Source: an optimization exercise on an open RTL-to-GDS flow (aim: small area, a short achievable clock period and few clock cycles per item). Production flows keep margins and buffers that such runs may drop.
The RTL was checked by simulation tests, not by an equivalence proof against the original design.

== ember ==
// ice_core
module ice_core (
    input  wire        clk,
    input  wire        rst,         
    input  wire        key_load,    
    input  wire        key_thin,    
    input  wire [63:0] key,
    input  wire        start,       
    input  wire        decrypt,     
    input  wire [63:0] din,
    output reg         ready,
    output reg         done,
    output reg  [63:0] dout
);
    reg         v0, v1, v2;         
    reg         l0, l1, l2;         
    reg         d0, d1, d2;         
    reg  [3:0]  n0, n1;             
    reg  [3:0]  nn2;                
    reg         ln2;                
    reg  [15:0] oh0;                
    reg  [31:0] a0, b0, a1, b1, a2, b2;
    reg  [39:0] x1;                 
    reg  [7:0]  row2;
    reg  [63:0] zz2;                
    reg  [63:0] key_act;
    reg         thin_c, thin_act;
    reg         kc0, kc1, kc2;      
    reg         p0, p1, p2;         
    wire [59:0] sk;
    wire [39:0] idx;
    ice_keystep u_ks (.key(key_act), .sel(oh0), .sk(sk));
    ice_round   u_rf (.p(b0), .sk(sk), .idx(idx));
    wire [31:0] z1;
  ...
Size: roughly 480 flip-flops, roughly 200 I/O pins, ~28,000 sq um of cells after synthesis.
==> flow/config.mk <==
export PLATFORM = sky130hd
export DESIGN_NAME = ice_core
export DESIGN_NICKNAME = ice_core
export VERILOG_FILES = /design/flow/design.v
export SDC_FILE = /design/flow/constraint.sdc
export NUM_CORES = 4
export LEC_CHECK = 0
export CAP_MARGIN = 20
export CELL_PAD_IN_SITES_DETAIL_PLACEMENT = 1
export CELL_PAD_IN_SITES_GLOBAL_PLACEMENT = 1
export CORE_MARGIN = 2
export CORE_UTILIZATION = 35
export CTS_CLUSTER_DIAMETER = 100
export CTS_CLUSTER_SIZE = 25
export PLACE_DENSITY = 0.45
export SLEW_MARGIN = 20
==> flow/constraint.sdc <==
create_clock -name core_clock -period 14.0 [get_ports {clk}]
set_input_delay 2.8000 -clock core_clock [delete_from_list [all_inputs] [get_ports {clk}]]
set_output_delay 2.8000 -clock core_clock [all_outputs]
set_load 0.01 [all_outputs]
standard.sh (not shown) runs the stock make flow with config.mk's settings and CLKGATE_MAP_FILE= SYNTH_SCRIPT=/design/flow/synth_recipe.tcl, a recipe that flattens the netlist after the stock synthesis.
==> flow/flow/run.sh <==
#!/bin/bash
# The standard layout with three changes to how it optimises, under the design's own
# clock period and constraints:
#  - synthesis is the standard flow's, except that abc maps the logic with flow/abc_area.script
#    (flow/synth.tcl); registers come out exactly as in the standard synthesis;
#  - the port buffers are sky130_fd_sc_hd__buf_2 instead of the delay buffer buffer_ports
#    picks by default (every port still gets its buffer);
#  - ORFS's timing repair aims at a setup margin of 10.4 ns, so the critical paths get sized.
set -e
mkdir -p logs
F=$(pwd)/flow
bash standard.sh SYNTH_SCRIPT=$F/synth.tcl MY_ABC_SCRIPT=$F/abc_area.script SETUP_SLACK_MARGIN=10.4 \
  "BUFFER_PORTS_ARGS=-buffer_cell sky130_fd_sc_hd__buf_2" finish > logs/standard.log 2>&1
==> flow/flow/abc_area.script <==
strash
&get -n
&st
&dch
&nf -R 1000
&put
topo
stime -c
==> flow/flow/synth.tcl <==
# The standard flow's synthesis script (synth_recipe.tcl), with one change: Yosys's abc pass maps the
# combinational logic with flow/abc_area.script (area-oriented mapping, then gate sizing
# towards a 4 ns delay target) instead of ORFS's abc_speed.script. Registers are mapped
# before abc runs, so they are exactly the standard synthesis's.
proc synth {args} { yosys synth -nofsm -noshare {*}$args }
proc abc {args} {
  set i [lsearch -exact $args -script]
  if { $i >= 0 } { set args [lreplace $args $i [expr { $i + 1 }]] }
  set i [lsearch -exact $args -D]
  if { $i >= 0 } { set args [lreplace $args $i [expr { $i + 1 }]] }
  yosys abc -script $::env(MY_ABC_SCRIPT) -D 4000 {*}$args
}
source $::env(SCRIPTS_DIR)/synth.tcl
# left out here: clear keep_hierarchy, flatten, clean up, hide names made inside functions, write 1_2_yosys.v
Testbench counts of ember, summed over its fixed seeds: cycles 10,808, blocks 768.
Modified inputs, raven compared to ember
# ember
export LEC_CHECK = 0
export CAP_MARGIN = 20
export CELL_PAD_IN_SITES_DETAIL_PLACEMENT = 1
export CELL_PAD_IN_SITES_GLOBAL_PLACEMENT = 1
export CORE_MARGIN = 2
export CORE_UTILIZATION = 35
export CTS_CLUSTER_DIAMETER = 100
export CTS_CLUSTER_SIZE = 25
export PLACE_DENSITY = 0.45
export SLEW_MARGIN = 20
create_clock -name core_clock -period 14.0 [get_ports {clk}]
# raven
export LEC_CHECK = 0
export CAP_MARGIN = 20
export CELL_PAD_IN_SITES_DETAIL_PLACEMENT = 1
export CELL_PAD_IN_SITES_GLOBAL_PLACEMENT = 1
export CORE_MARGIN = 2
export CORE_UTILIZATION = 35
export PLACE_DENSITY = 0.45
export SLEW_MARGIN = 20
create_clock -name core_clock -period 14.0 [get_ports {clk}]
--- a/flow/flow/run.sh
+++ b/flow/flow/run.sh
@@ -6,8 +6,8 @@
 #  - the port buffers are sky130_fd_sc_hd__buf_2 instead of the delay buffer buffer_ports
 #    picks by default (every port still gets its buffer);
-#  - ORFS's timing repair aims at a setup margin of 10.4 ns, so the critical paths get sized.
+#  - ORFS's timing repair aims at a setup margin of 10 ns, so the critical paths get sized.
 set -e
 mkdir -p logs
 F=$(pwd)/flow
-bash standard.sh SYNTH_SCRIPT=$F/synth.tcl MY_ABC_SCRIPT=$F/abc_area.script SETUP_SLACK_MARGIN=10.4 \
+bash standard.sh SYNTH_SCRIPT=$F/synth.tcl MY_ABC_SCRIPT=$F/abc_area.script SETUP_SLACK_MARGIN=10 \
   "BUFFER_PORTS_ARGS=-buffer_cell sky130_fd_sc_hd__buf_2" finish > logs/standard.log 2>&1
==> flow/flow/abc_area.script <==
&get -n
&st
&dch
&nf -R 1000
&put
buffer -c
topo
stime -c
upsize -c
dnsize -c
==> run notes <==
raven finished every step from synthesis to the final layout, and the layout passed the timing, DRC and antenna checks.
Compared with ember, in raven sequential cell area dropped 180 sq um; final standard cell area without fillers now smaller; total of clock buffers placed in the layout went up; pin count of the biggest net entering global routing now larger.
Sort ember and raven by register area share after synthesis, ascending, and raven comes first.
Comparing ember and raven, the higher total clock buffers created by CTS was measured on raven.
Relative to ember, wire length of the first global-routing pass increased by about 5% in raven.
Between ember and raven, fraction of synthesized area in multiplexers decreased.
The inputs of umber differ from those of raven as listed below.
# raven
export LEC_CHECK = 0
export CAP_MARGIN = 20
export CELL_PAD_IN_SITES_DETAIL_PLACEMENT = 1
export CELL_PAD_IN_SITES_GLOBAL_PLACEMENT = 1
export CORE_MARGIN = 2
export CORE_UTILIZATION = 35
export PLACE_DENSITY = 0.45
export SLEW_MARGIN = 20
create_clock -name core_clock -period 14.0 [get_ports {clk}]
# umber
export LEC_CHECK = 0
export CAP_MARGIN = 20
export CELL_PAD_IN_SITES_DETAIL_PLACEMENT = 1
export CELL_PAD_IN_SITES_GLOBAL_PLACEMENT = 1
export CORE_MARGIN = 2
export CORE_UTILIZATION = 35
export CTS_CLUSTER_DIAMETER = 100
export CTS_CLUSTER_SIZE = 25
export PLACE_DENSITY = 0.45
export SLEW_MARGIN = 20
create_clock -name core_clock -period 14.0 [get_ports {clk}]
==> flow/flow/abc_area.script <==
strash
&get -n
&st
&dch
&nf -R 1000
&put
topo
stime -c
Findings:
- raven → umber: final worst slack shows a reduction of 0.059 ns; total number of cells along the worst setup path went down by 2.
- [compare] base=raven new=umber: sequential share of layout area climbed 0.87 points; first-iteration DRC count increased by about 15% relative to the old numbers; final cell count now sits lower.
Relative to umber, the following input files were edited for quartz:
--- a/flow/flow/run.sh
+++ b/flow/flow/run.sh
@@ -6,8 +6,8 @@
 #  - the port buffers are sky130_fd_sc_hd__buf_2 instead of the delay buffer buffer_ports
 #    picks by default (every port still gets its buffer);
-#  - ORFS's timing repair aims at a setup margin of 10 ns, so the critical paths get sized.
+#  - ORFS's timing repair aims at a setup margin of 10.25 ns, so the critical paths get sized.
 set -e
 mkdir -p logs
 F=$(pwd)/flow
-bash standard.sh SYNTH_SCRIPT=$F/synth.tcl MY_ABC_SCRIPT=$F/abc_area.script SETUP_SLACK_MARGIN=10 \
+bash standard.sh SYNTH_SCRIPT=$F/synth.tcl MY_ABC_SCRIPT=$F/abc_area.script SETUP_SLACK_MARGIN=10.25 \
   "BUFFER_PORTS_ARGS=-buffer_cell sky130_fd_sc_hd__buf_2" finish > logs/standard.log 2>&1
[summary]
- The final layout from quartz, which completed every stage, passed the timing, DRC and antenna checks at the end of the flow.
- Against umber, quartz reports a sequential cell area share that is lower.
- In the reports for quartz and umber, the smaller first-pass GRT wire length belongs to umber.
- Cmp quartz and umber / worst path buffer plus inverter count / lower: quartz
Modified inputs, juniper compared to quartz
# quartz
export LEC_CHECK = 0
export CAP_MARGIN = 20
export CELL_PAD_IN_SITES_DETAIL_PLACEMENT = 1
export CELL_PAD_IN_SITES_GLOBAL_PLACEMENT = 1
export CORE_MARGIN = 2
export CORE_UTILIZATION = 35
export CTS_CLUSTER_DIAMETER = 100
export CTS_CLUSTER_SIZE = 25
export PLACE_DENSITY = 0.45
export SLEW_MARGIN = 20
create_clock -name core_clock -period 14.0 [get_ports {clk}]
# juniper
export LEC_CHECK = 0
export CAP_MARGIN = 20
export CELL_PAD_IN_SITES_DETAIL_PLACEMENT = 1
export CELL_PAD_IN_SITES_GLOBAL_PLACEMENT = 1
export CORE_MARGIN = 2
export CORE_UTILIZATION = 35
export PLACE_DENSITY = 0.45
export SLEW_MARGIN = 20
create_clock -name core_clock -period 14.0 [get_ports {clk}]
--- a/flow/flow/run.sh
+++ b/flow/flow/run.sh
@@ -6,8 +6,8 @@
 #  - the port buffers are sky130_fd_sc_hd__buf_2 instead of the delay buffer buffer_ports
 #    picks by default (every port still gets its buffer);
-#  - ORFS's timing repair aims at a setup margin of 10.25 ns, so the critical paths get sized.
+#  - ORFS's timing repair aims at a setup margin of 10 ns, so the critical paths get sized.
 set -e
 mkdir -p logs
 F=$(pwd)/flow
-bash standard.sh SYNTH_SCRIPT=$F/synth.tcl MY_ABC_SCRIPT=$F/abc_area.script SETUP_SLACK_MARGIN=10.25 \
+bash standard.sh SYNTH_SCRIPT=$F/synth.tcl MY_ABC_SCRIPT=$F/abc_area.script SETUP_SLACK_MARGIN=10 \
   "BUFFER_PORTS_ARGS=-buffer_cell sky130_fd_sc_hd__buf_2" finish > logs/standard.log 2>&1
Findings:
juniper was carried through to the last stage, and its layout satisfied the timing, DRC and antenna checks. The higher number of iterations in the first detailed-routing pass of quartz and juniper is in quartz. Compared to quartz, juniper shows a narrower setup margin. | wire length | juniper vs quartz | better |. juniper: overall via count from detail_route about 0.7% below quartz. On juniper: final period demand of the worst path is 0.040 ns higher than what quartz gave. juniper vs. quartz: worst setup skew after layout rose by 0.010 ns, routed length on met3 now larger.

==> port drivers added, routing unchanged <==
The results above use ideal ports. As a check the final layouts listed here were re-extracted and re-timed, cells and wires unchanged. Step 1, drivers: a clkbuf_16 drives clk and a buf_2 each remaining input, both assumed. Step 2, shift: input delay + t, output delay - t, t = (earliest + latest rising clock arrival at the registers) / 2. This alone moves slack from input paths to output paths. Slacks: no drivers / after step 1 / after step 2; pairs: no drivers / after step 1.
run	t, ns	slack for setup (ns)	latest minus earliest clock arrival (ns)	slew at the worst register clock pin (ns)
ember	0.684	10.113 / 10.045 / 9.820	0.026 / 0.026	0.10 / 0.10
raven	0.695	10.012 / 9.975 / 9.611	0.029 / 0.028	0.07 / 0.07
umber	0.700	9.953 / 9.953 / 9.532	0.045 / 0.044	0.10 / 0.10
quartz	0.688	10.101 / 10.035 / 9.725	0.022 / 0.022	0.10 / 0.10
juniper	0.696	10.062 / 9.998 / 9.517	0.033 / 0.032	0.07 / 0.07
After both steps every run listed still meets setup and hold. For juniper, which loses most, drivers alone change the setup slack by -0.064 ns; drivers and shift together by -0.545 ns.
